From an optimization exercise on the open Yosys and OpenROAD flow, aimed at small area, a short achievable clock period and few clock cycles; shortcuts taken in it are not production practice.
The RTL was checked by simulation tests, not by an equivalence proof against the original design.
Power is estimated from default activity; no workload was simulated.

Design ptwb, start of the top module:
module ptwb (
    input  wire        clk,
    input  wire        rst,           
    input  wire        host_we,
    input  wire [3:0]  host_addr,
    input  wire [63:0] host_wdata,
    output reg  [63:0] host_rdata,
    output wire        busy,
    output wire        mem_req,
    output wire        mem_we,
    output wire [63:0] mem_addr,
    output wire [63:0] mem_wdata,
    input  wire        mem_ready,
    input  wire [63:0] mem_rdata,
    output wire        alloc_req,
    input  wire        alloc_ready,
    input  wire        alloc_oom,
    input  wire [63:0] alloc_frame
);
Size: about 3800 cells after synthesis, ~34000 um2 of cells after synthesis.
clock: 8.0 ns
lec_check: 0
cap_margin: 20
core_margin: 2
core_utilization: 40
place_density: 0.7
setup_slack_margin: 3.6
slew_margin: 20
standard.sh (not shown) runs the stock make flow with config.mk's settings and CLKGATE_MAP_FILE= SYNTH_SCRIPT=/design/flow/synth_recipe.tcl, a recipe that flattens the netlist after the stock synthesis.
==> flow/flow/run.sh <==
#!/bin/bash
# Layout flow:
# 1. the standard synthesis (standard.sh synth, unchanged);
# 2. its combinational cells re-mapped for area by Yosys/ABC, every flip-flop kept as the
#    standard synthesis made and named it (remap.ys.in);
# 3. the host read mux (host_addr -> host_rdata) rebuilt from cells as a one-level decode and an
#    and-or-invert layer plus one nand per bit (rdmux.py);
# 4. Yosys proves the result equal to the standard synthesis's netlist (equiv.ys.in); if the
#    proof fails, the flow falls back to step 2's netlist, then to the standard netlist;
# 5. the standard ORFS layout (standard.sh) from floorplan to finish, with the port buffers made
#    from plain buffers (buf_1) instead of the delay buffer buffer_ports picks, and a clock tree
#    with larger sink clusters and no dummy loads.
# Each tool's output goes to a log file of its own in this folder; ORFS keeps its step logs
# under orfs/logs.
set -euo pipefail
W=$PWD
RES=$W/orfs/results/$FLOW_PLATFORM/ptwb/base
LIB=$FLOW_HOME/platforms/$FLOW_PLATFORM/lib/sky130_fd_sc_hd__tt_025C_1v80.lib
BP="BUFFER_PORTS_ARGS=-buffer_cell sky130_fd_sc_hd__buf_1"
CTS="CTS_ARGS=-sink_clustering_enable -repair_clock_nets -dont_use_dummy_load -sink_clustering_size 18 -sink_clustering_max_diameter 100"

subst() {  # subst TEMPLATE OUT NETLIST
  sed -e "s|@WORK@|$W|g" -e "s|@LIB@|$LIB|g" -e "s|@NETLIST@|$3|g" -e "s|@TOP@|$FLOW_TOP|g" "$1" > "$2"
}

bash standard.sh "$BP" synth > make_synth.log 2>&1
cp "$RES/1_2_yosys.v" "$W/standard_synth.v"

# 2. area re-map
cp "$W/standard_synth.v" "$W/remapped.v"
python3 flow/libfunc.py "$LIB" "$W/remapped.v" "$W/cells_func.v" > libfunc.log 2>&1
subst flow/remap.ys.in "$W/remap.ys" "$W/remapped.v"
yosys -s "$W/remap.ys" > yosys_remap.log 2>&1

# 3. cell-built read mux
cp "$W/remapped.v" "$W/rdmux.v"
python3 flow/rdmux.py add "$W/rdmux.v" > rdmux.log 2>&1
subst flow/check.ys.in "$W/check.ys" "$W/rdmux.v"

# 4. proofs; the first candidate proven equal is laid out
prove() {  # prove NETLIST LOG
  sed 's/^module '"$FLOW_TOP"'(/module gold(/' "$W/standard_synth.v" > "$W/eq_gold.v"
  sed 's/^module '"$FLOW_TOP"'(/module gate(/' "$1" > "$W/eq_gate.v"
  cat "$W/standard_synth.v" "$1" > "$W/eq_both.v"
  python3 flow/libfunc.py "$LIB" "$W/eq_both.v" "$W/eq_cells.v" >> libfunc.log 2>&1
  subst flow/equiv.ys.in "$W/equiv.ys" "$1"
  yosys -s "$W/equiv.ys" > "$2" 2>&1
}
CHOSEN="$W/standard_synth.v"
if yosys -s "$W/check.ys" > yosys_check_rdmux.log 2>&1 && prove "$W/rdmux.v" yosys_equiv_rdmux.log; then
  CHOSEN="$W/rdmux.v"
elif prove "$W/remapped.v" yosys_equiv_remapped.log; then
  CHOSEN="$W/remapped.v"
fi
echo "laid out: $CHOSEN" > chosen.log
cp "$CHOSEN" "$RES/1_2_yosys.v"

# 5. rebuild the synthesis database from the chosen netlist, then lay it out
rm -f "$RES/1_synth.odb" "$RES/1_synth.sdc"
touch "$RES/1_2_yosys.v"
bash standard.sh "$BP" "$CTS" finish > make_finish.log 2>&1
Other scripts of this flow, unchanged in this note and not shown: flow/flow/check.ys.in, flow/flow/equiv.ys.in, flow/flow/flops.v, flow/flow/libfunc.py, flow/flow/rdmux.py, flow/flow/remap.ys.in
Testbench counts at the start, summed over its fixed seeds: cycles 34,859.
Edit:
- PLACE_DENSITY: 0.7 -> 0.6
- SETUP_SLACK_MARGIN: 3.6 -> 3.7
What happened: Power decreases by 0.40%. Worst setup slack is better by 0.042 ns. Die area does not change.

[port drivers added, routing unchanged]
No port has a modelled driver above. Below, the same layouts with a new extraction and two added sets of constraints.
Step 1, drivers: a clkbuf_16 drives clk and a buf_2 each remaining input, both assumed.
Step 2 also shifts input and output timing later by t, the mid clock arrival at the registers, as if the neighbouring blocks saw the same clock.
Slacks: no drivers / after step 1 / after step 2; pairs: no drivers / after step 1.
| run | t (ns) | setup WS [ns] | hold WS [ns] | pins driven straight from the clock port |
|---|---|---|---|---|
| the first run | 0.712 | 3.220 / 2.954 / 2.885 | 0.468 / 0.468 / 0.468 | 1 |
| the second run | 0.691 | 3.262 / 3.079 / 3.050 | 0.462 / 0.462 / 0.462 | 1 |
After both steps every run listed still meets setup and hold. The setup slack of the first run, which loses most, moves by -0.266 ns with the drivers and by -0.335 ns with both steps.
